Background: an optimization exercise with open tools, aiming at small area, a short achievable clock period and few clock cycles per item. Do not read the settings as production practice.
Only simulation tests tie the RTL to the original design; equivalence was not proved.
No activity file was given, so power comes from the tool's default toggle rates.

--- design/flow/config.mk ---
export PLATFORM = sky130hd
export DESIGN_NAME = muxcodec_quant
export DESIGN_NICKNAME = muxcodec_quant
export VERILOG_FILES = /design/flow/design.v
export SDC_FILE = /design/flow/constraint.sdc
export NUM_CORES = 4
export LEC_CHECK = 0
export CAP_MARGIN = 20
export CORE_MARGIN = 2
export CORE_UTILIZATION = 40
export SETUP_SLACK_MARGIN = 4.7
export SLEW_MARGIN = 20
--- design/flow/constraint.sdc ---
create_clock -name core_clock -period 9.0 [get_ports {clk}]
set_input_delay 1.8000 -clock core_clock [delete_from_list [all_inputs] [get_ports {clk}]]
set_output_delay 1.8000 -clock core_clock [all_outputs]
set_load 0.01 [all_outputs]
--- design/flow/design.v ---
module muxcodec_quant (
    input  wire        clk,
    input  wire        rst,         
    input  wire        in_valid,
    output wire        in_ready,
    input  wire        in_op,       
    input  wire [2:0]  in_res,      
    input  wire [2:0]  in_qty,      
    input  wire [63:0] in_din,
    output reg         out_valid,
    output reg  [63:0] out_dout,
    output reg  [2:0]  out_err      
);
    localparam [1:0] K_DIV = 2'd0;    
    localparam [1:0] K_MUL = 2'd1;    
    localparam [1:0] K_F2F = 2'd2;    
    localparam [1:0] K_F2D = 2'd3;    
    localparam [1:0] C_NONE = 2'd0;
    localparam [1:0] C_ZERO = 2'd1;   
    localparam [1:0] C_INF  = 2'd2;   
    localparam [1:0] C_NAN  = 2'd3;   
    reg         busy;       
    reg         rdy;        
    reg         fin;        
    reg         first;      
    reg         fr;         
    reg  [1:0]  kind;
    reg  [2:0]  err;        
    reg  [1:0]  cst;        
    reg  [1:0]  res;
    reg  [2:0]  qty;
    reg         neg;
    reg         seen;       
    reg         h1, h0;     
    reg         g1, g0;     
    reg         stk;        
    reg         fst;        
    reg         up;         
    reg         sat;        
    reg  [54:0] A;          
    reg  [31:0] B;          
    reg  [10:0] X;          
    reg  [5:0]  T;          
    wire [53:0] inc_out;    
    assign in_ready = rdy;
    wire accept = in_valid & ~busy;
    reg  [51:0] rom_m;
    reg  [54:0] rom_m3;
    reg  [10:0] rom_c1, rom_cs;
    always @(*) begin
        case ({qty, res})
            5'b000_00: begin rom_m = 52'h47AE147AE147B; rom_m3 = 55'h3D70A3D70A3D71; rom_c1 = 11'd1015; rom_cs = 11'd1024; end
            5'b000_01: begin rom_m = 52'hA36E2EB1C432D; rom_m3 = 55'h4EA4A8C154C987; rom_c1 = 11'd1008; rom_cs = 11'd1025; end
            5'b000_10: begin rom_m = 52'h4F8B588E368F1; rom_m3 = 55'h3EEA209AAA3AD3; rom_c1 = 11'd1005; rom_cs = 11'd1038; end
            5'b001_00: begin rom_m = 52'h999999999999A; rom_m3 = 55'h4CCCCCCCCCCCCE; rom_c1 = 11'd1018; rom_cs = 11'd1027; end
            5'b001_01: begin rom_m = 52'h0624DD2F1A9FC; rom_m3 = 55'h3126E978D4FDF4; rom_c1 = 11'd1010; rom_cs = 11'd1027; end
            5'b001_10: begin rom_m = 52'h4F8B588E368F1; rom_m3 = 55'h3EEA209AAA3AD3; rom_c1 = 11'd1005; rom_cs = 11'd1038; end
            5'b010_00: begin rom_m = 52'h0000000000000; rom_m3 = 55'h30000000000000; rom_c1 = 11'd1021; rom_cs = 11'd1030; end
            5'b010_01: begin rom_m = 52'h47AE147AE147B; rom_m3 = 55'h3D70A3D70A3D71; rom_c1 = 11'd1015; rom_cs = 11'd1032; end
            5'b010_10: begin rom_m = 52'h0624DD2F1A9FC; rom_m3 = 55'h3126E978D4FDF4; rom_c1 = 11'd1012; rom_cs = 11'd1045; end
            5'b011_00: begin rom_m = 52'h0204081020408; rom_m3 = 55'h3060C183060C18; rom_c1 = 11'd1015; rom_cs = 11'd1024; end
            5'b011_01: begin rom_m = 52'h0002000400080; rom_m3 = 55'h30006000C00180; rom_c1 = 11'd1007; rom_cs = 11'd1024; end
            5'b011_10: begin rom_m = 52'h0000000200000; rom_m3 = 55'h30000000600000; rom_c1 = 11'd991; rom_cs = 11'd1024; end
            5'b100_00: begin rom_m = 52'h0000000000000; rom_m3 = 55'h30000000000000; rom_c1 = 11'd1021; rom_cs = 11'd1030; end
            5'b100_01: begin rom_m = 52'h999999999999A; rom_m3 = 55'h4CCCCCCCCCCCCE; rom_c1 = 11'd1018; rom_cs = 11'd1035; end
            5'b100_10: begin rom_m = 52'h0624DD2F1A9FC; rom_m3 = 55'h3126E978D4FDF4; rom_c1 = 11'd1012; rom_cs = 11'd1045; end
            5'b101_00: begin rom_m = 52'h0000000000000; rom_m3 = 55'h30000000000000; rom_c1 = 11'd1022; rom_cs = 11'd1031; end
            5'b101_01: begin rom_m = 52'h999999999999A; rom_m3 = 55'h4CCCCCCCCCCCCE; rom_c1 = 11'd1018; rom_cs = 11'd1035; end
            5'b101_10: begin rom_m = 52'h0624DD2F1A9FC; rom_m3 = 55'h3126E978D4FDF4; rom_c1 = 11'd1012; rom_cs = 11'd1045; end
            5'b110_00: begin rom_m = 52'h47AE147AE147B; rom_m3 = 55'h3D70A3D70A3D71; rom_c1 = 11'd1015; rom_cs = 11'd1024; end
            5'b110_01: begin rom_m = 52'h0624DD2F1A9FC; rom_m3 = 55'h3126E978D4FDF4; rom_c1 = 11'd1012; rom_cs = 11'd1029; end
            5'b110_10: begin rom_m = 52'h0C6F7A0B5ED8D; rom_m3 = 55'h3254E6E221C8A7; rom_c1 = 11'd1002; rom_cs = 11'd1035; end
            5'b111_00: begin rom_m = 52'h0000000000000; rom_m3 = 55'h30000000000000; rom_c1 = 11'd1022; rom_cs = 11'd1031; end
            5'b111_01: begin rom_m = 52'h999999999999A; rom_m3 = 55'h4CCCCCCCCCCCCE; rom_c1 = 11'd1018; rom_cs = 11'd1035; end
            5'b111_10: begin rom_m = 52'h0624DD2F1A9FC; rom_m3 = 55'h3126E978D4FDF4; rom_c1 = 11'd1012; rom_cs = 11'd1045; end
            default:   begin rom_m = 52'd0; rom_m3 = 55'd0; rom_c1 = 11'd1022; rom_cs = 11'd1055; end
        endcase
    end
    reg  [10:0] i_c0;
    always @(*) begin
        case ({in_qty, in_res[1:0]})
            5'b000_00: i_c0 = 11'd1015;
            5'b000_01: i_c0 = 11'd1008;
            5'b000_10: i_c0 = 11'd1005;
            5'b001_00: i_c0 = 11'd1018;
            5'b001_01: i_c0 = 11'd1010;
            5'b001_10: i_c0 = 11'd1005;
            5'b010_00: i_c0 = 11'd1021;
            5'b010_01: i_c0 = 11'd1015;
            5'b010_10: i_c0 = 11'd1012;
            5'b011_00: i_c0 = 11'd1015;
            5'b011_01: i_c0 = 11'd1007;
            5'b011_10: i_c0 = 11'd991;
            5'b100_00: i_c0 = 11'd1021;
            5'b100_01: i_c0 = 11'd1018;
            5'b100_10: i_c0 = 11'd1012;
            5'b101_00: i_c0 = 11'd1022;
            5'b101_01: i_c0 = 11'd1018;
            5'b101_10: i_c0 = 11'd1012;
            5'b110_00: i_c0 = 11'd1015;
            5'b110_01: i_c0 = 11'd1012;
            5'b110_10: i_c0 = 11'd1002;
            5'b111_00: i_c0 = 11'd1022;
            5'b111_01: i_c0 = 11'd1018;
            5'b111_10: i_c0 = 11'd1012;
            default:   i_c0 = 11'd1022;
        endcase
    end
    function [55:0] add55;
        input [54:0] a, b;
        input        cin;
        reg   [55:0] g, p, pg;
        integer      l, k, j;
        begin
            g[0] = cin; p[0] = 1'b0;
            for (k = 1; k < 56; k = k + 1) begin
                g[k] = a[k-1] & b[k-1];
                p[k] = a[k-1] ^ b[k-1];
            end
            pg = p;
            for (l = 0; l < 6; l = l + 1)
                for (k = 0; k < 56; k = k + 1)
                    if (((k >> l) & 1) != 0) begin
                        j = ((k >> l) << l) - 1;
                        g[k]  = g[k] | (pg[k] & g[j]);
                        pg[k] = pg[k] & pg[j];
                    end
            add55 = {g[55], p[55:1] ^ g[54:0]};
        end
    endfunction
    function [53:0] inc54;
        input [53:0] a;
        input        cin;
        reg   [54:0] c;
        integer      l, k, j;
        begin
            c = {a, cin};
            for (l = 0; l < 6; l = l + 1)
                for (k = 0; k < 55; k = k + 1)
                    if (((k >> l) & 1) != 0) begin
                        j = ((k >> l) << l) - 1;
                        c[k] = c[k] & c[j];
                    end
            inc54 = a ^ c[53:0];
        end
    endfunction
    wire        i_int  = ~in_res[2] & ~(in_res[1] & in_res[0]);
    wire        i_flt  = (in_res == 3'd3);
    wire [10:0] i_e64  = in_din[62:52];
    wire [7:0]  i_e32  = in_din[30:23];
    wire        i_f2f_sub = (i_e64[10:5] == 6'b011011) | (i_e64 == 11'd896);
    wire        i_f2d_sub = (i_e32 == 8'd0);
    wire        i_iter = i_int | (i_flt & (in_op ? i_f2d_sub : i_f2f_sub));
    reg  [31:0] i_k;
    always @(*) begin
        case (in_res[1:0])
            2'd0:    i_k = {{24{in_din[7]}},  in_din[7:0]};
            2'd1:    i_k = {{16{in_din[15]}}, in_din[15:0]};
            default: i_k = in_din[31:0];
        endcase
    end
    reg  [31:0] i_krev;
    integer i;
    always @(*) begin
        for (i = 0; i < 32; i = i + 1)
            i_krev[31 - i] = i_k[i];
    end
    wire        i_e32ff = (i_e32 == 8'hFF);
    wire [22:0] i_m32   = {in_din[22] | (i_e32ff & (|in_din[21:0])), in_din[21:0]};
    wire [10:0] i_x32   = i_e32ff ? 11'h7FF :
                          (i_e32 == 8'd0) ? 11'd897 :
                          {i_e32[7], ~i_e32[7], ~i_e32[7], ~i_e32[7], i_e32[6:0]};
    wire [52:0] d  = {1'b1, rom_m};
    wire [55:0] S1 = add55(A, ~{2'b00, d},      1'b1);    
    wire [55:0] S2 = add55(A, ~{1'b0, d, 1'b0}, 1'b1);    
    wire [55:0] S3 = add55(A, ~rom_m3,          1'b1);    
    wire        ge1 = S1[55], ge2 = S2[55], ge3 = S3[55];
    wire        qb0 = ge2;                    
    wire        qb1 = ge3 | (ge1 & ~ge2);     
    wire        kr0    = B[31], kr1 = B[30];
    wire        km0    = (neg & seen) ? ~kr0 : kr0;
    wire        seen0  = seen | kr0;
    wire        km1    = (neg & seen0) ? ~kr1 : kr1;
    wire        seen1  = seen0 | kr1;
    wire        k_one  = (neg ? (&B[30:0]) : ~(|B[30:0])) & (~neg | seen0);
    reg  [1:0]  sel;
    always @(*) begin
        case (kind)
            K_DIV:   sel = {qb0, qb1};
            K_MUL:   sel = {km1 & ~k_one, km0};
            default: sel = 2'd0;
        endcase
    end
    reg  [54:0] Ss;
    always @(*) begin
        case (sel)
            2'd0:    Ss = A;
            2'd1:    Ss = S1[54:0];
            2'd2:    Ss = S2[54:0];
            default: Ss = S3[54:0];
        endcase
    end
    wire        x_c1   = (X == rom_c1);
    wire        x_c1p  = (X == rom_c1 + 11'd1);
    wire        f0     = fr | x_c1;               
    wire        f1     = fr | x_c1 | x_c1p;       
    wire        in1    = (T != 6'd1);             
    wire        q_hit0 = (f0 & ~qb0) | (f1 & in1 & ~qb1);
    wire        q_nan  = (X == 11'h7FF);
    wire        q_zero = (X < rom_c1);
    wire        q_sat  = (X >= rom_cs);
    wire        q_spec = first & (q_nan | q_zero | q_sat);
    wire        k_rest = neg ? (&B[29:0]) : ~(|B[29:0]);
    wire        k_done = k_rest & (~neg | seen1);
    reg  [31:0] k_min_rev;
    always @(*) begin
        case (res)
            2'd0:    k_min_rev = 32'h01FFFFFF;
            2'd1:    k_min_rev = 32'h0001FFFF;
            default: k_min_rev = 32'h00000001;
        endcase
    end
    wire        k_zero = (B == 32'd0);
    wire        k_min  = (B == k_min_rev);
    reg  [30:0] q_max;
    reg         q_top, q_ones;
    always @(*) begin
        case (res)
            2'd0:    begin q_max = 31'h7F;       q_top = B[7];  q_ones = &B[6:0];  end
            2'd1:    begin q_max = 31'h7FFF;     q_top = B[15]; q_ones = &B[14:0]; end
            default: begin q_max = 31'h7FFFFFFF; q_top = B[31]; q_ones = &B[30:0]; end
        endcase
    end
    wire        q_satf = sat | q_top | (up & q_ones);
    wire [31:0] q_satv = neg ? (~{1'b0, q_max} + 32'd1) : {1'b0, q_max};
    wire [31:0] q_val  = q_satf ? q_satv : inc_out[31:0];
    reg  [63:0] q_dout;
    always @(*) begin
        case (res)
            2'd0:    q_dout = {56'd0, q_val[7:0]};
            2'd1:    q_dout = {48'd0, q_val[15:0]};
            default: q_dout = {32'd0, q_val};
        endcase
    end
    reg  [63:0] q_sent;
    always @(*) begin
        case (res)
            2'd0:    q_sent = 64'h80;
            2'd1:    q_sent = 64'h8000;
            default: q_sent = 64'h80000000;
        endcase
    end
    wire [52:0] acc    = ~A[52:0];
    wire        m_top  = acc[52];
    wire [52:0] m_man  = m_top ? acc : {acc[51:0], h1};
    wire        m_rb   = m_top ? h1 : h0;
    wire        m_sb   = m_top ? (h0 | g1 | g0 | stk) : (g1 | g0 | stk);
    wire        m_up   = m_rb & (m_sb | m_man[0]);
    wire [53:0] m_rnd  = inc_out;
    wire [10:0] m_exp0 = X + {10'd0, m_top};
    wire [10:0] m_exp1 = X + {9'd0, m_top, ~m_top};
    wire        m_cy   = m_up & (&acc[51:0]) & (m_top | h1);
    wire [10:0] m_exp  = m_cy ? m_exp1 : m_exp0;
    wire [63:0] m_dout = {neg, m_exp, m_rnd[51:0]};
    wire [52:0] fm     = ~A[52:0];
    wire        f_rb   = fm[28];
    wire        f_up   = f_rb & (fst | fm[29]);
    wire [7:0]  f_e8   = {~X[7], X[6:0]} & {8{fm[52]}};
    wire [30:0] f_body = inc_out[30:0];
    wire        f_nan  = |fm[51:0];
    reg  [31:0] f_out;
    always @(*) begin
        case (cst)
            C_ZERO:  f_out = {neg, 31'd0};
            C_INF:   f_out = {neg, 8'hFF, 23'd0};
            C_NAN:   f_out = f_nan ? {neg, 8'hFF, 1'b1, fm[50:29]} : {neg, 8'hFF, 23'd0};
            default: f_out = {neg, f_body};
        endcase
    end
    wire [63:0] d_dout = (cst == C_ZERO) ? {neg, 63'd0} : {neg, X, B[22:0], 29'd0};
    reg  [53:0] inc_in;
    reg         inc_c;
    always @(*) begin
        case (kind)
            K_DIV:   begin inc_in = {22'd0, neg ? ~B : B};           inc_c = neg ^ up;  end
            K_MUL:   begin inc_in = {1'b0, m_man};                   inc_c = m_up;      end
            default: begin inc_in = {23'd0, f_e8, fm[51:29]};       inc_c = f_up;      end
        endcase
    end
    assign inc_out = inc54(inc_in, inc_c);
    reg  [63:0] r_dout;
    always @(*) begin
        if (err != 3'd0)
            r_dout = 64'd0;
        else begin
            case (kind)
                K_DIV:   r_dout = (cst == C_INF) ? q_sent : q_dout;
                K_MUL:   r_dout = (cst == C_ZERO) ? 64'd0 :
                                  (cst == C_NAN)  ? 64'h7FF8000000000000 : m_dout;
                K_F2F:   r_dout = {32'd0, f_out};
                default: r_dout = d_dout;
            endcase
        end
    end
    reg done;    
    always @(*) begin
        case (kind)
            K_DIV:   done = q_spec | q_hit0 | (T == 6'd2) | (T == 6'd1);
            K_MUL:   done = (first & k_min) | k_one | k_done;
            K_F2F:   done = (X == 11'd896);
            default: done = B[22] | (first & (B[22:0] == 23'd0));
        endcase
    end
    reg  [10:0] x_step;
    always @(*) begin
        case (kind)
            K_DIV:   x_step = 11'h7FE;    
            K_MUL:   x_step = k_one ? 11'h001 : 11'h002;    
            K_F2F:   x_step = 11'h001;    
            default: x_step = 11'h7FF;    
        endcase
    end
    wire r1 = (kind == K_F2F) | k_one;
    always @(posedge clk) begin
        out_dout <= r_dout;
        out_err  <= err;
        if (~busy) begin
            res   <= in_res[1:0];
            qty   <= in_qty;
            first <= 1'b1;
            fr    <= 1'b0;
            err   <= (in_res == 3'd4) ? 3'd3 : in_res[2] ? 3'd5 : 3'd0;
            h1    <= 1'b0;
            h0    <= 1'b0;
            g1    <= 1'b0;
            g0    <= 1'b0;
            stk   <= 1'b0;
            fst   <= |in_din[27:0];
            up    <= 1'b0;
            sat   <= 1'b0;
            seen  <= 1'b0;
            T     <= 6'd54;
            cst   <= C_NONE;
            if (in_op) begin
                if (i_flt) begin
                    kind <= K_F2D;
                    neg  <= in_din[31];
                    X    <= i_x32;
                    B    <= {9'd0, i_m32};
                end else begin
                    kind <= K_MUL;
                    neg  <= i_k[31];
                    X    <= i_c0;
                    B    <= i_krev;
                end
                A <= {55{1'b1}};
            end else begin
                kind <= i_flt ? K_F2F : K_DIV;
                neg  <= in_din[63];
                X    <= i_e64;
                A    <= i_flt ? ~{2'b00, 1'b1, in_din[51:0]} : {1'b0, 1'b1, in_din[51:0], 1'b0};
                B    <= 32'd0;
                if (i_flt) begin
                    if (i_e64 == 11'h7FF)
                        cst <= C_NAN;
                    else if (i_e64 >= 11'd1151)
                        cst <= C_INF;
                    else if (i_e64 <= 11'd872)
                        cst <= C_ZERO;
                end
            end
        end else begin
            first <= 1'b0;
            X     <= X + x_step;
            T     <= first ? (qb0 ? 6'd52 : 6'd53) : T - 6'd2;
            seen  <= seen1;
            stk   <= stk | g1 | g0;
            fst   <= fst | ~A[28];
            if (kind == K_DIV)
                A <= {Ss[52:0], 2'b00};
            else if (r1)
                A <= {1'b1, Ss[54:1]};
            else
                A <= {2'b11, Ss[54:2]};
            if (r1) begin
                h1 <= ~Ss[0];
                h0 <= h1;
                g1 <= h0;
                g0 <= 1'b0;
            end else begin
                h1 <= ~Ss[1];
                h0 <= ~Ss[0];
                g1 <= h1;
                g0 <= h0;
            end
            case (kind)
                K_DIV: begin
                    if (q_spec) begin
                        cst <= q_nan ? C_INF : C_NONE;
                        sat <= q_sat & ~q_nan;
                    end else begin
                        if (~f1)
                            B <= {B[29:0], qb0, qb1};
                        else if (~f0)
                            B <= {B[30:0], qb0};
                        if (f1) fr <= 1'b1;
                        up <= ~q_hit0;
                    end
                end
                K_MUL: begin
                    B <= {B[29:0], neg, neg};
                    if (first & k_zero) cst <= C_ZERO;
                    if (first & k_min)  cst <= C_NAN;
                end
                K_F2F: ;
                default: begin
                    B <= {B[30:0], 1'b0};
                    if (first & (B[22:0] == 23'd0)) cst <= C_ZERO;
                end
            endcase
        end
        if (rst) begin
            busy      <= 1'b0;
            rdy       <= 1'b1;
            fin       <= 1'b0;
            out_valid <= 1'b0;
        end else begin
            out_valid <= fin;
            if (accept) begin
                busy <= i_iter;
                rdy  <= ~i_iter;
                fin  <= ~i_iter;
            end else if (busy) begin
                busy <= ~done;
                rdy  <= done;
                fin  <= done;
            end else begin
                fin  <= 1'b0;
            end
        end
    end
endmodule
--- design/flow/run.sh ---
#!/bin/bash
# synth_recipe.tcl (not shown) runs the flow's synth.tcl, then flattens the netlist and writes it again
# the make line also repeats each setting of config.mk as NAME=value (left out here)
make -C /OpenROAD-flow-scripts/flow DESIGN_CONFIG=/design/flow/config.mk WORK_HOME=/design/flow/orfs CLKGATE_MAP_FILE= SYNTH_SCRIPT=/design/flow/synth_recipe.tcl finish
==> impl_results.md, run 1 <==
- Most frequent cells in the layout: nand2_1, a21oi_1, nor2_1
- Antenna violations before repair: 1
- CP arrival: 4.79 ns
- Family with the most delay on the worst path: compound AO/OA/AOI/OAI gates
- Fin. Hold Viols: 0
- Syn Area/Cell: 7.67 sq um
- Via Count: 29.3k
- DRC Markers: 0
- Comb pwr share: 54.8%
- Diode count: 0
- GRT Overall Usage: 34.3%
- Worst Hold Class: flip-flop to flip-flop
- Fin nets: 3869
- Max cap viols: 1
- Clock share of power: 20.9%
- Antenna Violating Nets Remaining: 0
- Pre-CTS WS: 3.57 ns
- Post-synth top area share: 18.2%
- Total clock buffers created by CTS: 31
- Buf+Inv Stages, Crit Path: 1
- Period minus WS final: 4.27 ns
- Vias per inst: 6.58
- Register area: 0.00619 sq mm
- Post-synth top area cell: dfxtp_1
- Area of the multi-input gates: 0.0197 sq mm
- CP max stage delay: 0.71 ns
- H-tree depth: 1
- Post-synthesis sequential area ratio: 23.3%
- FILL cells: 6343
- SO Faults: max-capacitance violations, max-slew violations
- CTS sink cnt: 282
- Die height: 260 um
- Routed WL per cell: 27.5 um
- Synthesized flop and latch total: 282
- Clock Skews: 0.0228 ns
- TNS Setup: 0 ns
- Hold depth: 0
- Clk pin slew, worst setup/hold paths: 0.07 ns
- Seq pwr share: 24.3%
- Area growth, synth to finish: 22.4%
- Total power divided by cell area: 227 mW/mm^2
- Worst r2r path cells: 13
- CP Data Required Time: 9.52 ns
- Area of the die: 0.0673 sq mm
- Slowest CP cell: dfxtp_1
- Routed WL: 123000 um
- Cell count along the critical path: 13
- Final setup vio count: 0
- Static Leakage: 12.7 nW
- Core region area: 0.0645 sq mm
- Largest cells by area after synthesis: dfxtp_1, ha_1, a21oi_1, edfxtp_1, nand2_1
- Port-buffer cells: 142
- Ports: 143
- DRT Pass-1 Iters: 8
- Asr flop ratio synth: 0%
- Ys flop type: dfxtp_1
- Distinct cells, synth: 103
- Warnings from Yosys: 1
- TritonCTS clock tree: done
- Total power: 0.00727 W
- Synth Instances: 3404
- Max-slew violations: 16
- First-pass GRT wire length: 174000 um
- Final HPWL from detailed placement: 89600 um
- CTS root buf: clkbuf_16
- Critical path, cell by cell: ha_1 -> nand2_1 -> o21ai_1 -> o211ai_1 -> a211oi_4 -> or2_4 -> a31oi_4 -> o221a_4 -> nor2_4 -> bufbuf_16 -> or3_1 -> a31o_2 -> a221oi_1
- Internal power: 0.00395 W
- Clk latency of the worst-skew pair: 0.64 ns
- Net Count, Synth: 3702
- Critical path class: flip-flop to flip-flop
- Die Wd: 260 um
- Final worst-path setup slack: 4.73 ns
- P_sw: 0.00333 W
- Placer Congestion: 1.04
- Vias in the first global route: 26.2k
- Most common cell after layout, fill and taps aside: nand2_1
- Mapped Area: 0.0261 sq mm
- Worst ir drop on vdd: 0.000167 V
- CP endpoint kind: flip-flop
- Initial DRC count: 4257
- Post-synth EDFFs: 45
- CP max FO: 14
- Starting Density: 40.5%
- Clock Path Buffers: 3
- Sw frac: 45.7%
- Share of cells above drive strength 1: 15.1%
- RSZ-0062 raised after global routing: yes
- Critical Path Start Type: flip-flop
- Least-Margin Pin Slew: 1.56 ns
- Largest net degree at the start of global routing: 85
- Final critical-path share of the clock period: 47.4%
- Row cnt: 93
- Slew HR: -4.23%
- Total gr overflow: 0
- Status: complete, but fails checks
- Achievable Freq: 234 MHz
==> worst register-to-register path, cell delays in order (launching register included) <==
cell       delay (ns)
dfxtp_1          0.71
ha_1             0.38
nand2_1          0.08
o21ai_1          0.17
o211ai_1         0.46
a211oi_4         0.10
or2_4            0.31
a31oi_4          0.30
o221a_4          0.28
nor2_4           0.08
bufbuf_16        0.33
or3_1            0.37
a31o_2           0.30
a221oi_1         0.30
==> worst paths after layout <==
| path | endpoint | slack (ns) | start |
|---|---|---|---|
| hold / removal | out_err[0] | 0.40 | err[0] |
| hold reg to reg | out_err[0] | 0.40 | err[0] |
| setup / recovery | A[7] | 4.73 | A[13] |
| setup reg to reg | A[7] | 4.73 | A[13] |
==> layer usage <==
| metal | track usage, % | vias up | part of all wire [%] |
|---|---|---|---|
| met3 | 11.0 | 426 | 14 |
| met2 | 49.9 | 2057 | 41 |
| met4 | 15.0 | 2 | 5.3 |
| met5 | 0 | - | 0.0090 |
| met1 | 46.2 | 13900 | 40 |
| li1 | - | 12900 | - |
==> metrics by stage <==
step / utilization (%) / hold slack [ns] / cells / area (sq um)
2_1_floorplan: - / 0.372 / 3404 / 26300
3_3_place_gp: 43.7 / 0.384 / 4237 / 28200
3_5_place_dp: 43.7 / 0.384 / 4237 / 28200
4_1_cts: 47.0 / 0.398 / 4342 / 30300
5_1_grt: 49.6 / 0.408 / 4451 / 32000
6_report: 49.6 / 0.401 / 4451 / 32000
==> cell type report <==
class / count / share of cell area [%]
Clock inverter: 19 / 1.03
Multi-Input combinational cell: 2752 / 61.5
Tap cell: 855 / 3.35
Clock buffer: 39 / 2.71
Timing Repair Buffer: 337 / 9.99
Sequential cell: 282 / 19.4
Inverter: 167 / 2.05
==> power groups by stage <==
stage / Clock (W) / Combinational, W / Sequential (W)
6_report: 0.00152 / 0.00398 / 0.00177
5_1_grt: 0.00157 / 0.00421 / 0.00177
4_1_cts: 0.00152 / 0.00348 / 0.00175
3_5_place_dp: 0 / 0.00326 / 0.00179
3_3_place_gp: 0 / 0.00327 / 0.00179
2_1_floorplan: 0 / 0.00239 / 0.00158
==> registers in the layout (all words and copies together), names as in the netlist, 3 cells and up <==
register and flops:
out_dout 64, A 55, rom_m3 45, B 32
d 27, X 11, T 6, rom_c1 6
rom_cs 5, err 3, out_err 3, qty 3
==> cells in the mapped netlist, drive strengths merged (42+ instances only) <==
library cell / n
a211oi: 57
a21o: 42
a21oi: 303
a22o: 51
buf: 62
clkbuf: 149
dfxtp: 237
edfxtp: 45
ha: 208
inv: 163
mux2i: 96
nand2: 352
nand3: 81
nand4: 52
nor2: 277
nor3: 67
nor4: 49
o21ai: 245
o22ai: 53
xnor2: 103
xor2: 97
==> cells by family after synthesis <==
| family | share of synthesized area [%] |
|---|---|
| compound gates | 28.4 |
| simple gates | 19.6 |
| buf+inv | 5.72 |
| flops | 23.3 |
| fa+ha+maj | 11.2 |
| xor+xnor | 6.71 |
| mux | 5.02 |
==> repair_timing <==
item / CTS / global route
setup buffers: 40 / 104
pin swaps: 11 / 55
gates cloned: 7 / 4
setup endpoints to repair: 116 / 133
gates resized for setup: 116 / 183
hold buffers: 0 / 0
Testbench counts, summed over its fixed seeds: cycles 71,988, items 12,000.
==> run 2, diff against run 1 <==
--- a/design/flow/config.mk
+++ b/design/flow/config.mk
@@ -9,4 +9,4 @@
 export CORE_MARGIN = 2
 export CORE_UTILIZATION = 40
-export SETUP_SLACK_MARGIN = 4.7
+export SETUP_SLACK_MARGIN = 4.4
 export SLEW_MARGIN = 20
==> run 2 against run 1 <==
  * The run now finishes clean
  * Die area is the same
  * Routed wire length shrank 1.9%
  * Global-route usage shrank 0.54 points
  * Register-to-register slack lost 0.37 ns
  * Power shrank 4.6%
  * Clock power is essentially flat
  * First-iteration DRC count shrank 4.6%
  * Critical endpoint is now X[10]
  * Largest cell class unchanged
  * Highest routed layer is now met4
==> impl_results.md, run 2 <==
- Critical path class: flip-flop to flip-flop
- Via Count: 28.9k
- Count leader, synth: nand2_1
- Post-synthesis sequential area ratio: 23.3%
- Initial DRC count: 4060
- Total clock buffers created by CTS: 35
- Top layer in use: met4
- Area growth, synth to finish: 17.7%
- GRT Overall Usage: 33.8%
- Pre-CTS WS: 3.15 ns
- CP endpoint kind: flip-flop
- RSZ-0062 raised after global routing: yes
- Met2 WL post-DR: 49700 um
- Syn Area/Cell: 7.67 sq um
- Die height: 260 um
- Post-synth top area share: 18.2%
- Final setup vio count: 0
- Achievable Freq: 216 MHz
- Max FFs per register: 64
- Total gr overflow: 0
- Asr flop ratio synth: 0%
- Share of cells above drive strength 1: 10.6%
- Final worst-path setup slack: 4.36 ns
- Die Wd: 260 um
- Period minus WS final: 4.64 ns
- Final HPWL from detailed placement: 89900 um
- Placer Congestion: 1.02
- Compound-Gate Fraction of Synth Area: 28.4%
- Biggest register: out_dout
- Ports: 143
- First-pass GRT wire length: 172000 um
- Vias in the first global route: 25.7k
- Routed WL per cell: 27.3 um
- Max cap viols: 0
- Largest cells by area after synthesis: dfxtp_1, ha_1, a21oi_1, edfxtp_1, nand2_1
- Static Leakage: 12.3 nW
- Clk pin slew, worst setup/hold paths: 0.06 ns
- Worst r2r path cells: 17
- H-tree depth: 2
- Slew HR: 17.1%
- Antenna violations before repair: 1
- Hold depth: 0
- Ys flop type: dfxtp_1
- Clk latency of the worst-skew pair: 0.57 ns
- Most common cell after layout, fill and taps aside: nand2_1
- Max-slew violations: 0
- Mapped Area: 0.0261 sq mm
- Area of the die: 0.0673 sq mm
- Met3 Wirelength: 15600 um
- Post-synth top area cell: dfxtp_1
- Core region area: 0.0645 sq mm
- Xor/xnor share of the synthesized area: 6.71%
- Row cnt: 93
- Net Count, Synth: 3702
- Synth Instances: 3404
- Status: finished clean
- Fin nets: 3824
- Vias per inst: 6.56
- Post-synthesis mux area share: 5.02%
- Least-Margin Pin Slew: 1.24 ns
- Largest family of logic cells by synthesized area: compound AO/OA/AOI/OAI gates
- Final critical-path share of the clock period: 51.6%
- CTS root buf: clkbuf_16
- M1 WL: 48200 um
- Simple-gate area share of the yosys netlist: 19.6%
- Post-synth EDFFs: 45
- Starting Density: 40.5%
- Warnings from Yosys: 1
- TNS Setup: 0 ns
- Port-buffer cells: 142
- Distinct cells, synth: 103
- Adder-cell share of the synthesized area: 11.2%
- Commonest cells post-synth: nand2_1, a21oi_1, nor2_1, o21ai_0, dfxtp_1
- Critical Path Start Type: flip-flop
- Largest net degree at the start of global routing: 80
- Synthesized flop and latch total: 282
- Most frequent cells in the layout: nand2_1, a21oi_1, nor2_1
- TritonCTS clock tree: done
- CP Data Required Time: 9.42 ns
- Total power divided by cell area: 225 mW/mm^2
- DRC Markers: 0
- Worst ir drop on vdd: 0.000132 V
- CP max FO: 8
- Worst Hold Class: flip-flop to flip-flop
- Fin. Hold Viols: 0
- FILL cells: 6440
- CP arrival: 5.06 ns
- Routed WL: 120000 um
- CTS sink cnt: 282
- Clock Skews: 0.0247 ns
- Antenna Violating Nets Remaining: 0
- DRT Pass-1 Iters: 6
- Clock Path Buffers: 3
[run 2: cell types whose count changed in the layout (fill, tap and decap cells not counted), moves of 10 or more]
cell      before  now
ha_4          14    3
dfxtp_2       32   12
a21oi_1      287  300
buf_4        162  134
ha_1         188  203
mux2i_1       80   93
dfxtp_1      190  213
a211oi_1      45   55
a21oi_2       14    3
[run 2: area by class of cell]
type	count	area (sq um)	area share (%)
Multi-Input combinational cell	2748	18900	61.6
Sequential cell	282	6160	20.0
Timing Repair Buffer	292	2730	8.88
Tap cell	855	1070	3.48
Clock buffer	42	955	3.10
Inverter	167	646	2.10
Clock inverter	20	236	0.769
Antenna cell	3	7.51	0.0244
[run 2: logic make-up after synthesis]
family / after synthesis
flip-flops: 282
buffers and inverters: 378
AND/OR/NAND/NOR: 1070
adder cells (fa/ha/maj): 224
XOR/XNOR: 200
AO/OA/AOI/OAI: 1129
multiplexers: 121
[run 2: worst max-delay path: stages, from the launching register on]
cell and delay, ns:
edfxtp_1 0.56, nand4_1 0.20, nor4_1 0.61, nand4_1 0.22
mux2i_1 0.20, and2_2 0.28, o211ai_1 0.33, fa_1 0.54
a21o_1 0.17, a21oi_1 0.22, o21bai_1 0.11, a21oi_1 0.23
o21bai_1 0.10, a21oi_1 0.23, o21bai_1 0.10, a21oi_1 0.17
xnor2_1 0.13, a21oi_1 0.08
[run 2: per-layer routing]
metal / GRT usage, % / vias to the layer above
li1: - / 12900
met1: 46.5 / 13600
met2: 50.0 / 2036
met3: 7.69 / 458
met4: 15.0 / 0
met5: 0 / -
[run 2: repair_timing]
action                                  4_1_cts  5_1_grt
resized for setup                            66       63
endpoints found under the setup margin      106       92
pin swaps                                     4       17
setup buffers                                17       74
hold buffers                                  0        0
gates cloned                                  3        5
[run 2: worst paths after layout]
path | start | to | slack [ns]
worst min register to register | err[2] | out_err[2] | 0.40
worst max-delay path | B[24] | X[10] | 4.36
worst min-delay path | err[2] | out_err[2] | 0.40
worst max register to register | B[24] | X[10] | 4.36
[run 2: where the power goes]
part / switching, W / internal, W
clock: 0.000624 / 0.000883
sequential: 0.000290 / 0.00145
combinational: 0.00229 / 0.00140
[run 2: stage by stage]
step | utilization [%] | cells | hold WS, ns | cell area (sq um) | total power [W]
floorplan | - | 3404 | 0.372 | 26200 | 0.00396
finish | 47.7 | 4409 | 0.398 | 30700 | 0.00693
CTS | 46.3 | 4327 | 0.399 | 29800 | 0.00664
detailed placement | 43.8 | 4245 | 0.387 | 28200 | 0.00507
global placement | 43.8 | 4245 | 0.383 | 28200 | 0.00508
global route | 47.7 | 4406 | 0.414 | 30700 | 0.00721
==> run 3, diff against run 2 <==
--- a/design/flow/config.mk
+++ b/design/flow/config.mk
@@ -9,4 +9,4 @@
 export CORE_MARGIN = 2
 export CORE_UTILIZATION = 40
-export SETUP_SLACK_MARGIN = 4.4
+export SETUP_SLACK_MARGIN = 4.6
 export SLEW_MARGIN = 20
==> run 3 against run 2 <==
  * Core utilization grew 0.38 points
  * Largest power group unchanged
  * Clock skew rose by 0.0087 ns
  * Via count increased by 0.92%
  * Critical endpoint is now A[19]
  * Still clean on timing, DRC and antenna
  * Power increased by 2.3%
  * Combinational power grew 4%
  * Register-to-register slack gained 0.20 ns
  * Routed wire length rose by 2.3%
  * Critical path depth down 2
  * Highest routed layer is now met5
==> impl_results.md, run 3 <==
- Status: finished clean
- Static Leakage: 12.3 nW
- CP max stage delay: 0.88 ns
- Routed WL: 123000 um
- Post-synthesis mux area share: 5.02%
- Clock Path Buffers: 3
- CP endpoint kind: flip-flop
- Area of the die: 0.0673 sq mm
- Least-Margin Pin Slew: 1.10 ns
- Ys flop type: dfxtp_1
- Port-buffer cells: 142
- Count leader, synth: nand2_1
- Initial DRC count: 4606
- Achievable Freq: 225 MHz
- Asr flop ratio synth: 0%
- Mapped Area: 0.0261 sq mm
- Share of cells above drive strength 1: 12.1%
- Ports: 143
- CP arrival: 4.85 ns
- Adder-cell share of the synthesized area: 11.2%
- Pre-CTS WS: 3.55 ns
- Clock Skews: 0.0334 ns
- Warnings from Yosys: 1
- Post-synth EDFFs: 45
- Total power divided by cell area: 229 mW/mm^2
- Worst r2r path cells: 15
- Clk latency of the worst-skew pair: 0.58 ns
- DRC Markers: 0
- Synthesized flop and latch total: 282
- Row cnt: 93
- Crit path from: A[46]
- Via Count: 29.2k
- Final critical-path share of the clock period: 49.4%
- Total clock buffers created by CTS: 35
- Placer Congestion: 1.03
- Global-route met1 utilization: 45.9%
- Fin. Hold Viols: 0
- Hold depth: 0
- Worst ir drop on vdd: 0.000113 V
- GRT Overall Usage: 34.5%
- Vias in the first global route: 26.3k
- Period minus WS final: 4.44 ns
- Critical path class: flip-flop to flip-flop
- Slowest CP cell: dfxtp_1
- Synth Instances: 3404
- First-pass GRT wire length: 175000 um
- Area of the multi-input gates: 0.0192 sq mm
- Fin nets: 3815
- FF-to-FF Start: A[46]
- Xor/xnor share of the synthesized area: 6.71%
- H-tree depth: 2
- Antenna Violating Nets Remaining: 0
- Most frequent cells in the layout: nand2_1, a21oi_1, nor2_1
- FILL cells: 6496
- Family with the most delay on the worst path: compound AO/OA/AOI/OAI gates
- Final setup vio count: 0
- CTS sink cnt: 282
- Post-synth top area cell: dfxtp_1
- Max FFs per register: 64
- Final worst-path setup slack: 4.56 ns
- Largest family of logic cells by synthesized area: compound AO/OA/AOI/OAI gates
- Distinct cells, synth: 103
- Worst Hold Endpoint: out_err[2]
- Grt met2 use: 51.3%
- Hold_sp: err[2]
- Net Count, Synth: 3702
- Starting Density: 40.5%
- Routed WL per cell: 28.0 um
- Buf+Inv Stages, Crit Path: 3
- RSZ-0062 raised after global routing: yes
- Diode count: 0
- Commonest cells post-synth: nand2_1, a21oi_1, nor2_1, o21ai_0, dfxtp_1
- Post-synth top area share: 18.2%
- Antenna violations before repair: 4
- Compound-Gate Fraction of Synth Area: 28.4%
- Worst reg2reg endpoint: A[19]
- Largest cells by area after synthesis: dfxtp_1, ha_1, a21oi_1, edfxtp_1, nand2_1
- TritonCTS clock tree: done
- CP Data Required Time: 9.40 ns
- Vias per inst: 6.64
- Final HPWL from detailed placement: 91000 um
- Most common cell after layout, fill and taps aside: nand2_1
- Worst Hold Class: flip-flop to flip-flop
- CP max FO: 10
- FF-to-FF setup slack: 4.56 ns
- Met3 usage: 10.8%
- Biggest register: out_dout
- TNS Setup: 0 ns
- Critical path, cell by cell: ha_1 -> nand2_1 -> a2bb2oi_1 -> o311a_1 -> nor2_1 -> a2111o_1 -> or3b_4 -> o221a_4 -> nor2_4 -> buf_4 -> buf_12 -> clkbuf_16 -> mux2i_2 -> a2bb2oi_1 -> o221ai_1
- GR peak layer: met2
- Syn Area/Cell: 7.67 sq um
- Area growth, synth to finish: 18.7%
- Max-slew violations: 0
- Largest net degree at the start of global routing: 78
- Simple-gate area share of the yosys netlist: 19.6%
- Total gr overflow: 0
- Critical Path Start Type: flip-flop
- CTS root buf: clkbuf_16
- Slew HR: 26.6%
- Die Wd: 260 um
- Most frequent CP cell: a2bb2oi_1
- DRT Pass-1 Iters: 6
- Post-synthesis sequential area ratio: 23.3%
- Clk pin slew, worst setup/hold paths: 0.07 ns
- Register area: 0.00617 sq mm
- Die height: 260 um
- Core region area: 0.0645 sq mm
- Max cap viols: 0
run 3: cell counts after synthesis:
No cell type changed its count.
run 3: through the flow:
step | cells | util, % | power, W | hold WS, ns | instance area [sq um]
final | 4396 | 48.1 | 0.00709 | 0.444 | 31000
after global routing | 4396 | 48.1 | 0.00736 | 0.470 | 31000
after detailed placement | 4245 | 43.8 | 0.00508 | 0.431 | 28200
after global placement | 4243 | 43.8 | 0.00509 | 0.418 | 28200
after CTS | 4352 | 46.7 | 0.00670 | 0.444 | 30100
after floorplan | 3404 | - | 0.00397 | 0.372 | 26300
run 3: cells by family after synthesis:
group                    after synthesis
AND/OR/NAND/NOR                     1070
XOR/XNOR                             200
AO/OA/AOI/OAI                       1129
multiplexers                         121
adder cells (fa/ha/maj)              224
flip-flops                           282
buffers and inverters                378
run 3: repair_timing:
item                                    CTS  global route
gates resized for setup                  80           104
setup buffers                            43            41
gates cloned                              3             3
endpoints found under the setup margin  106           104
hold buffers                              0             0
pin swaps                                 6            20
run 3: report_power, final:
part	internal, W	switching (W)	total [W]
clock	0.000887	0.000625	0.00151
combinational	0.00147	0.00237	0.00385
sequential	0.00145	0.000284	0.00173
run 3: layout make-up:
cell class	count	share of cell area (%)
Multi-Input combinational cell	2747	62.0
Sequential cell	282	19.9
Timing Repair Buffer	284	8.68
Tap cell	855	3.45
Clock buffer	46	3.29
Inverter	167	2.08
Clock inverter	15	0.541
run 3: worst max-delay path by stage:
stage | slack, ns | endpoint | depth (start not counted)
finish | 4.56 | A[19] | 15
floorplan | 4.55 | out_dout[31] | 25
detailed placement | 3.55 | out_dout[51] | 17
global route | 4.43 | X[10] | 20
global placement | 3.56 | out_dout[51] | 17
CTS | 4.56 | A[19] | 15
run 3: routing by layer:
metal	vias up	part of all wire, %
met1	13700	39
met5	-	0.030
li1	12800	-
met2	2178	42
met4	6	5.2
met3	463	14
==> run 4, diff against run 3 <==
--- a/design/flow/config.mk
+++ b/design/flow/config.mk
@@ -9,4 +9,4 @@
 export CORE_MARGIN = 2
 export CORE_UTILIZATION = 40
-export SETUP_SLACK_MARGIN = 4.6
+export SETUP_SLACK_MARGIN = 4.5
 export SLEW_MARGIN = 20
==> run 4 against run 3 <==
  * Power shrank 3.0%
  * Cell count fell by 0.23%
  * Sequential share of layout area grew 0.21 points
  * Area after synthesis is the same
  * Design area fell by 1.3%
  * Synthesized cell count stayed put
  * Clock power fell by 7%
  * Critical path type unchanged
  * Critical endpoint is now A[36]
  * Sequential power is essentially flat
  * Worst setup slack worse by 0.10 ns
  * Count of clock-buffer cells in the layout up 4
  * Routed wire length decreased by 2.3%
  * Via count down 0.63%
==> impl_results.md, run 4 <==
- Worst Hold Class: flip-flop to flip-flop
- Largest cells by area after synthesis: dfxtp_1, ha_1, a21oi_1, edfxtp_1, nand2_1
- Max cap viols: 0
- Crit path from: rom_m3[7]
- Final HPWL from detailed placement: 89800 um
- Met3 usage: 10.3%
- Ys flop type: dfxtp_1
- Post-DP Area: 0.0282 sq mm
- Clk pin slew, worst setup/hold paths: 0.06 ns
- Ports: 143
- Area growth, synth to finish: 17.2%
- Clock Path Buffers: 3
- Share of cells above drive strength 1: 10.7%
- CP max FO: 5
- Row cnt: 93
- Net Count, Synth: 3702
- Hold_sp: err[2]
- Worst ir drop on vdd: 0.000126 V
- GR peak layer: met2
- H-tree depth: 2
- Via Count: 29.0k
- TNS Setup: 0 ns
- Routed WL per cell: 27.4 um
- Achievable Freq: 220 MHz
- Period minus WS final: 4.55 ns
- Hold_ws: 0.389 ns
- Static Leakage: 12.1 nW
- Total gr overflow: 0
- Grt met2 use: 49.9%
- Synthesized flop and latch total: 282
- Global-route met1 utilization: 46.0%
- DRT Pass-1 Iters: 7
- Max FFs per register: 64
- Area of the die: 0.0673 sq mm
- GRT Overall Usage: 34.2%
- FILL cells: 6431
- Mapped Area: 0.0261 sq mm
- CTS sink cnt: 282
- CP endpoint kind: flip-flop
- DRC Markers: 0
- Antenna Violating Nets Remaining: 0
- Most frequent cells in the layout: nand2_1, a21oi_1, nor2_1
- Area of the multi-input gates: 0.0190 sq mm
- Post-synthesis sequential area ratio: 23.3%
- Clock Skews: 0.0244 ns
- CP Data Required Time: 9.41 ns
- Antenna violations before repair: 6
- Distinct cells, synth: 103
- Biggest register: out_dout
- Fin. Hold Viols: 0
- First-pass GRT wire length: 173000 um
- Status: finished clean
- Asr flop ratio synth: 0%
- CTS root buf: clkbuf_16
- Post-synth top area share: 18.2%
- Starting Density: 40.5%
- RSZ-0062 raised after global routing: yes
- Hold buffers post-CTS: 0
- Final setup vio count: 0
- Commonest cells post-synth: nand2_1, a21oi_1, nor2_1, o21ai_0, dfxtp_1
- Most common cell after layout, fill and taps aside: nand2_1
- Register area: 0.00616 sq mm
- Fin nets: 3801
- Critical path class: flip-flop to flip-flop
- Post-synth top area cell: dfxtp_1
- Core region area: 0.0645 sq mm
- Placer Congestion: 1.04
- Largest net degree at the start of global routing: 85
- Max-slew violations: 0
- FF-to-FF Start: rom_m3[7]
- Die height: 260 um
- Least-Margin Pin Slew: 1.11 ns
- Die Wd: 260 um
- Total power divided by cell area: 225 mW/mm^2
- Clk latency of the worst-skew pair: 0.57 ns
- Design Area, Final: 0.0306 sq mm
- Warnings from Yosys: 1
- Total clock buffers created by CTS: 34
- Syn Area/Cell: 7.67 sq um
- Vias in the first global route: 26.0k
- Count leader, synth: nand2_1
- TritonCTS clock tree: done
- Final Core Density: 47.5%
- Routed WL: 120000 um
- Synth Instances: 3404
- Post-synth EDFFs: 45
- Initial DRC count: 4143
- Port-buffer cells: 142
- Vias per inst: 6.61
- Final critical-path share of the clock period: 50.6%
- Slew HR: 25.0%
- CP arrival: 4.96 ns
- Critical Path Start Type: flip-flop
## run 4: cell counts after synthesis
No cell type changed its count.
## run 4: area by class of cell
type / instances / area share [%]
clock buffers: 50 / 3.31
diodes: 4 / 0.0327
flip-flops and latches: 282 / 20.1
inverters: 167 / 2.13
well taps: 855 / 3.50
multi-input cells: 2747 / 62.2
repair buffers: 271 / 8.37
clock inverters: 10 / 0.307
## run 4: cells by family (layout without fill, tap and decap cells)
family          Yosys count  after routing  synth area share (%)
compound gates         1129           1129                  28.4
fa+ha+maj               224            224                  11.2
flops                   282            282                  23.3
other cells               0              4                     0
buf+inv                 378            498                  5.72
simple gates           1070           1073                  19.6
xor+xnor                200            200                  6.71
mux                     121            121                  5.02
## run 4: worst max-delay path: stages (launching register included)
cell	delay [ns]
dfxtp_2	0.37
inv_1	0.06
ha_1	0.29
nand4_1	0.16
nor2_1	0.07
or4_4	0.58
nor4b_1	0.69
nor2_1	0.33
a31o_2	0.31
a21oi_1	0.17
xor2_1	0.35
nor2_1	0.08
o32ai_1	0.62
a22o_1	0.24
o22ai_1	0.07
## run 4: worst paths after layout
path | to | slack [ns] | cells past startpoint
worst min-delay path | out_err[2] | 0.39 | 0
worst max register to register | A[36] | 4.45 | 14
worst max-delay path | A[36] | 4.45 | 14
worst min register to register | out_err[2] | 0.39 | 0
## run 4: metal layers
metal  vias up  wire length [um]
li1      12800                 -
met1     13700             47500
met2      2085             49300
met3       426             16600
met4         0              6660
met5         -                 0
## run 4: what timing repair did
item                       in CTS  in global routing
gates cloned                    3                  1
pin swaps                       5                 13
setup endpoints to repair     113                119
resized for setup              54                 96
setup buffers                  36                 41
## run 4: where the power goes
part / total, W / internal, W / switching, W
clock network: 0.00141 / 0.000814 / 0.000593
logic: 0.00373 / 0.00142 / 0.00232
registers: 0.00174 / 0.00145 / 0.000290
## run 4: per-stage QoR
stage | std cells | power (W) | setup WS (ns)
floorplan | 3404 | 0.00397 | 4.51
global placement | 4241 | 0.00508 | 3.56
detailed placement | 4241 | 0.00507 | 3.49
CTS | 4340 | 0.00657 | 4.45
global route | 4382 | 0.00716 | 4.32
finish | 4386 | 0.00688 | 4.45
==> run 5, diff against run 4 <==
--- a/design/flow/config.mk
+++ b/design/flow/config.mk
@@ -8,5 +8,5 @@
 export CAP_MARGIN = 20
 export CORE_MARGIN = 2
-export CORE_UTILIZATION = 40
+export CORE_UTILIZATION = 50
 export SETUP_SLACK_MARGIN = 4.5
 export SLEW_MARGIN = 20
==> run 5 against run 4 <==
  * Still clean on timing, DRC and antenna
  * Sequential power hardly changed
  * Fmax up 0.19%
  * Power is 4.5% higher
==> impl_results.md, run 5 <==
- Share of cells above drive strength 1: 12.3%
- Net Count, Synth: 3702
- Ports: 143
- Seq pwr share: 24.6%
- Static Leakage: 12.4 nW
- Worst ir drop on vdd: 0.000164 V
- Clock share of power: 20.3%
- Synthesized flop and latch total: 282
- Placed Cells: 4060
- Routed WL per cell: 30.0 um
- Clk pin slew, worst setup/hold paths: 0.06 ns
- Critical path class: flip-flop to flip-flop
- Area of the die: 0.0541 sq mm
- Internal power: 0.00378 W
- Critical Path Start Type: flip-flop
- Fin. Hold Viols: 0
- CP Data Required Time: 9.50 ns
- Buf+Inv Stages, Crit Path: 0
- Die Wd: 233 um
- P_sw: 0.00341 W
- CP max stage delay: 0.57 ns
- M1 WL: 46400 um
- Placer Congestion: 1.07
- CP arrival: 5.04 ns
- Synth Instances: 3404
- Starting Density: 50.7%
- Commonest cells post-synth: nand2_1, a21oi_1, nor2_1, o21ai_0, dfxtp_1
- TNS Setup: 0 ns
- Achievable Freq: 220 MHz
- Final HPWL from detailed placement: 92100 um
- Clock Skews: 0.0518 ns
- Final setup vio count: 0
- Pre-CTS WS: 3.40 ns
- Slowest CP cell: nor3_1
- Post-synth EDFFs: 45
- Largest net degree at the start of global routing: 80
- Max cap viols: 0
- Sw frac: 47.4%
- Post-DP Area: 0.0279 sq mm
- Slew HR: 29.7%
- CTS root buf: clkbuf_16
- Critical path, cell by cell: ha_1 -> a21oi_1 -> o21ai_0 -> a21oi_1 -> o21ai_2 -> a2111o_1 -> or3b_4 -> o221a_4 -> nor3_1 -> a21oi_1 -> o221ai_1 -> o221ai_1 -> o21ai_1
- First-pass GRT wire length: 180000 um
- Top layer in use: met5
- RSZ-0062 raised after global routing: yes
- Layout Cells excl Fill: 4235
- DRC Markers: 0
- Count leader, synth: nand2_1
- Total gr overflow: 0
- Met2 WL post-DR: 50800 um
- Comb pwr share: 55.1%
- Xor/xnor share of the synthesized area: 6.71%
- Largest family of logic cells by synthesized area: compound AO/OA/AOI/OAI gates
- Port-buffer cells: 142
- Max FFs per register: 64
- Design Area, Final: 0.0311 sq mm
- DRT Pass-1 Iters: 12
- Post-synth top area cell: dfxtp_1
- Adder-cell share of the synthesized area: 11.2%
- CP max FO: 8
- TritonCTS clock tree: done
- Row cnt: 83
- FILL cells: 4745
- Post-synthesis sequential area ratio: 23.3%
- Via Count: 29.9k
- Max-slew violations: 0
- Clk latency of the worst-skew pair: 0.60 ns
- Least-Margin Pin Slew: 1.03 ns
- Met3 Wirelength: 18200 um
- H-tree depth: 2
- Clock Path Buffers: 3
- Mapped Area: 0.0261 sq mm
- Final worst-path setup slack: 4.46 ns
- Core region area: 0.0515 sq mm
- Vias per inst: 7.07
- Simple-gate area share of the yosys netlist: 19.6%
- Warnings from Yosys: 1
- Syn Area/Cell: 7.67 sq um
- Largest cells by area after synthesis: dfxtp_1, ha_1, a21oi_1, edfxtp_1, nand2_1
- Post-synth top area share: 18.2%
- Compound-Gate Fraction of Synth Area: 28.4%
- Area growth, synth to finish: 19.1%
- Most frequent cells in the layout: nand2_1, a21oi_1, nor2_1
- Antenna Violating Nets Remaining: 0
- Biggest register: out_dout
- GRT Overall Usage: 44.8%
- Ys flop type: dfxtp_1
- Family with the most delay on the worst path: compound AO/OA/AOI/OAI gates
- CP endpoint kind: flip-flop
- Total clock buffers created by CTS: 35
- Routed WL: 127000 um
- Most common cell after layout, fill and taps aside: nand2_1
- Vias in the first global route: 27.2k
- Die height: 233 um
- Initial DRC count: 4736
- Post-synthesis mux area share: 5.02%
- Worst Hold Class: flip-flop to flip-flop
- CTS sink cnt: 282
- Asr flop ratio synth: 0%
- Fin nets: 3823
- Antenna violations before repair: 7
- Most frequent CP cell: a21oi_1
- Status: finished clean
- Period minus WS final: 4.54 ns
- Final critical-path share of the clock period: 50.5%
- Distinct cells, synth: 103
- Total power divided by cell area: 231 mW/mm^2
==> run 5: cell count changes in the layout (fill, tap and decap cells not counted), moves of 5 or more <==
cell,delta
buf_12,+7
clkbuf_16,+5
buf_4,+6
dfxtp_4,+9
dfxtp_1,-13
==> run 5: cell type report <==
cell class | count | area, sq um | share of cell area (%)
inverters | 167 | 642 | 2.06
multi-input cells | 2748 | 19300 | 62.1
well taps | 680 | 851 | 2.73
diodes | 3 | 7.51 | 0.0241
flip-flops and latches | 282 | 6200 | 19.9
clock buffers | 47 | 993 | 3.19
clock inverters | 17 | 173 | 0.555
repair buffers | 291 | 2940 | 9.44
==> run 5: worst register-to-register path, cell delays in order (launching register included) <==
cell      delay (ns)
dfxtp_2         0.56
ha_1            0.35
a21oi_1         0.23
o21ai_0         0.12
a21oi_1         0.39
o21ai_2         0.18
a2111o_1        0.49
or3b_4          0.46
o221a_4         0.27
nor3_1          0.57
a21oi_1         0.10
o221ai_1        0.42
o221ai_1        0.20
o21ai_1         0.12
==> run 5: metrics by stage <==
stage               power (W)  hold WS, ns  utilization (%)
floorplan             0.00397        0.372                -
global placement      0.00508        0.411             54.2
detailed placement    0.00512        0.417             54.2
CTS                   0.00674        0.428             58.1
global route          0.00742        0.444             60.4
finish                0.00719        0.437             60.4
==> run 5: per-layer routing <==
metal  vias up  track usage, %
li1      12900               -
met5         -           0.184
met3       643            13.4
met2      2512            65.1
met1     13900            56.4
met4         8            31.3
==> run 5: cell families after synthesis <==
logic type,count (synthesis)
AOI/OAI and AO/OA,1129
and+or+nand+nor,1070
buffers and inverters,378
DFF,282
adders and majority gates,224
xor gates and xnor gates,200
muxes,121
==> run 5: power groups by stage <==
stage                     sequential (W)  combinational (W)  clock (W)
after global placement           0.00177            0.00331          0
after CTS                        0.00174            0.00354    0.00146
after global routing             0.00176            0.00415    0.00151
after floorplan                  0.00158            0.00238          0
after detailed placement         0.00177            0.00335          0
final                            0.00177            0.00396    0.00146
==> run 5: worst paths after layout <==
| check | from | endpoint | slack (ns) | depth (start not counted) |
|---|---|---|---|---|
| worst max register to register | A[32] | A[42] | 4.46 | 13 |
| worst min-delay path | err[1] | out_err[1] | 0.44 | 0 |
| worst min register to register | err[1] | out_err[1] | 0.44 | 0 |
| worst max-delay path | A[32] | A[42] | 4.46 | 13 |
==> run 5: what timing repair did <==
action,CTS,global route
buffers inserted,32,66
pin swaps,9,38
gates resized for setup,113,109
cloned,3,7
endpoints found under the setup margin,103,92
hold buffers,0,0
==> run 6, diff against run 5 <==
--- a/design/flow/config.mk
+++ b/design/flow/config.mk
@@ -6,7 +6,7 @@
 export NUM_CORES = 4
 export LEC_CHECK = 0
-export CAP_MARGIN = 20
+export CAP_MARGIN = 10
 export CORE_MARGIN = 2
-export CORE_UTILIZATION = 50
+export CORE_UTILIZATION = 40
 export SETUP_SLACK_MARGIN = 4.5
-export SLEW_MARGIN = 20
+export SLEW_MARGIN = 10
==> run 6 against run 5 <==
  * Fmax up 0.20%
  * Clock power down 3%
  * Count of clock-buffer cells in the layout up 3
  * Register-to-register slack about the same
  * Non-clock buffer count down 18
  * Critical path depth up 3
  * Critical path type unchanged
  * Highest routed layer is now met4
==> impl_results.md, run 6 <==
- Share of cells above drive strength 1: 10.7%
- CP max FO: 18
- TNS Setup: 0 ns
- Biggest register: out_dout
- Routed WL per cell: 27.4 um
- H-tree depth: 2
- DRC Markers: 0
- Max FFs per register: 64
- FILL cells: 6427
- TritonCTS clock tree: done
- Synth Instances: 3404
- Static Leakage: 12.1 nW
- Total power divided by cell area: 225 mW/mm^2
- Hold buffers post-CTS: 0
- Ys flop type: dfxtp_1
- Post-synth top area cell: dfxtp_1
- Largest net degree at the start of global routing: 85
- Critical Path Start Type: flip-flop
- Largest cells by area after synthesis: dfxtp_1, ha_1, a21oi_1, edfxtp_1, nand2_1
- Fin. Hold Viols: 0
- Seq pwr share: 25.2%
- Clock share of power: 20.4%
- CTS root buf: clkbuf_16
- Count leader, synth: nand2_1
- Vias per inst: 6.59
- Syn Area/Cell: 7.67 sq um
- Achievable Freq: 221 MHz
- First-pass GRT wire length: 173000 um
- Routed WL: 120000 um
- Via Count: 28.9k
- Distinct cells, synth: 103
- Placer Congestion: 1.04
- RSZ-0062 raised after global routing: yes
- Hold_ws: 0.394 ns
- Ports: 143
- CP Data Required Time: 9.45 ns
- Worst Hold Class: flip-flop to flip-flop
- Internal power: 0.00368 W
- Port-buffer cells: 142
- Die height: 260 um
- Max cap viols: 0
- Initial DRC count: 4295
- Final critical-path share of the clock period: 50.4%
- Mapped Area: 0.0261 sq mm
- DRT Pass-1 Iters: 6
- Row cnt: 93
- Comb pwr share: 54.4%
- Clk pin slew, worst setup/hold paths: 0.06 ns
- Clock Skews: 0.0196 ns
- Area of the die: 0.0673 sq mm
- Total power: 0.00689 W
- Final HPWL from detailed placement: 89800 um
- Clk latency of the worst-skew pair: 0.56 ns
- Placed Cells: 4241
- Slew HR: 19.3%
- Least-Margin Pin Slew: 1.21 ns
- CTS sink cnt: 282
- Post-DP Area: 0.0282 sq mm
- Most common cell after layout, fill and taps aside: nand2_1
- Clock Path Buffers: 3
- Total gr overflow: 0
- Warnings from Yosys: 1
- Critical path class: flip-flop to flip-flop
- Vias in the first global route: 26.0k
- Period minus WS final: 4.53 ns
- Die Wd: 260 um
- Commonest cells post-synth: nand2_1, a21oi_1, nor2_1, o21ai_0, dfxtp_1
- GRT Overall Usage: 34.2%
- Area growth, synth to finish: 17.3%
- Most frequent cells in the layout: nand2_1, a21oi_1, nor2_1
- Asr flop ratio synth: 0%
- Core region area: 0.0645 sq mm
- Net Count, Synth: 3702
- Status: finished clean
- Fin nets: 3804
- CP arrival: 4.99 ns
- Layout Cells excl Fill: 4387
- Final setup vio count: 0
- CP endpoint kind: flip-flop
- Total clock buffers created by CTS: 34
- Post-synthesis sequential area ratio: 23.3%
- Antenna violations before repair: 6
- Worst ir drop on vdd: 0.000126 V
- Post-synth EDFFs: 45
- Post-synth top area share: 18.2%
- Sw frac: 46.5%
- P_sw: 0.00321 W
- Antenna Violating Nets Remaining: 0
- Synthesized flop and latch total: 282
- Max-slew violations: 0
- Starting Density: 40.5%
- Design Area, Final: 0.0306 sq mm
run 6: cell types whose count changed in the layout (fill, tap and decap cells not counted), moves of 5 or more:
cell,change
dfxtp_4,-9
dfxtp_1,+13
buf_4,-5
clkbuf_16,-5
buf_12,-7
run 6: cell type report:
| cell class | count | area [sq um] | area share (%) |
|---|---|---|---|
| Multi-Input combinational cell | 2748 | 19100 | 62.2 |
| Clock buffer | 50 | 1010 | 3.31 |
| Timing Repair Buffer | 273 | 2580 | 8.43 |
| Tap cell | 855 | 1070 | 3.49 |
| Clock inverter | 10 | 93.8 | 0.306 |
| Sequential cell | 282 | 6160 | 20.1 |
| Inverter | 167 | 653 | 2.13 |
| Antenna cell | 2 | 5.00 | 0.0163 |
run 6: cells by family (layout without fill, tap and decap cells):
| kind of cell | Yosys count | after routing | share of synthesized area, % |
|---|---|---|---|
| xor+xnor | 200 | 200 | 6.71 |
| flops | 282 | 282 | 23.3 |
| compound gates | 1129 | 1129 | 28.4 |
| mux | 121 | 121 | 5.02 |
| buf+inv | 378 | 500 | 5.72 |
| fa+ha+maj | 224 | 224 | 11.2 |
| other cells | 0 | 2 | 0 |
| simple gates | 1070 | 1074 | 19.6 |
run 6: stage by stage:
step / util [%] / worst slack [ns]
final: 47.5 / 4.47
after global routing: 47.5 / 4.32
after CTS: 46.3 / 4.45
after detailed placement: 43.7 / 3.49
after global placement: 43.7 / 3.56
after floorplan: - / 4.51
run 6: power groups by stage:
stage	clock, W	combinational (W)	sequential (W)
after floorplan	0	0.00238	0.00158
after global placement	0	0.00331	0.00177
after detailed placement	0	0.00329	0.00178
after CTS	0.00141	0.00344	0.00172
after global routing	0.00146	0.00398	0.00174
final	0.00141	0.00375	0.00174
run 6: repair_timing:
| action | 4_1_cts | 5_1_grt |
|---|---|---|
| buffers inserted | 36 | 43 |
| resized for setup | 54 | 98 |
| gates cloned | 3 | 2 |
| endpoints found under the setup margin | 113 | 119 |
| pin swaps | 5 | 14 |
run 6: worst max-delay path, stage by stage (launching register included):
cell and delay [ns]:
dfxtp_1 0.35, clkinvlp_4 0.22, buf_12 0.20, ha_1 0.19
or2_2 0.32, a31oi_4 0.24, o311a_1 0.28, nor2_1 0.08
a2111o_1 0.38, or3b_4 0.44, o221ai_4 0.26, buf_4 0.18
buf_6 0.16, nand2_8 0.17, o2bb2ai_1 0.48, o221ai_1 0.20
a22o_1 0.26
run 6: path summary, 6_finish.rpt:
path / startpoint / end / slack [ns] / depth (start not counted)
worst min register to register: err[1] / out_err[1] / 0.39 / 0
worst max register to register: rom_m3[39] / A[21] / 4.47 / 16
worst min-delay path: err[1] / out_err[1] / 0.39 / 0
worst max-delay path: rom_m3[39] / A[21] / 4.47 / 16
run 6: metal layers:
metal	wire length [um]	track usage (%)
met1	47400	46.0
met2	49300	49.9
met3	16800	10.3
met4	6810	15.8
met5	0	0

==> port drivers added, routing unchanged <==
Ports are ideal in the flow. The routed layouts listed here were re-timed in OpenROAD.
Step 1 assumes that a clkbuf_16 drives the clock port and a buf_2 every other input.
Step 2, shift: input delay + t, output delay - t, t = (earliest + latest rising clock arrival at the registers) / 2. This alone moves slack from input paths to output paths.
Slacks: ideal / step 1 / step 2; pairs: ideal / step 1.
| run | t (ns) | setup slack, ns | worst register clock-pin slew, ns | cell pins on the clock port's net |
|---|---|---|---|---|
| run 1 | 0.681 | 4.732 / 4.732 / 4.131 | 0.08 / 0.08 | 1 |
| run 2 | 0.611 | 4.360 / 4.360 / 4.056 | 0.07 / 0.07 | 1 |
| run 3 | 0.617 | 4.555 / 4.555 / 4.164 | 0.08 / 0.08 | 1 |
| run 4 | 0.610 | 4.450 / 4.450 / 4.080 | 0.08 / 0.08 | 1 |
| run 5 | 0.638 | 4.459 / 4.459 / 3.936 | 0.07 / 0.07 | 1 |
| run 6 | 0.607 | 4.468 / 4.468 / 4.149 | 0.08 / 0.08 | 1 |
The setup slack of run 1, which loses most, moves by 0.000 ns with the drivers and by -0.601 ns with both steps.
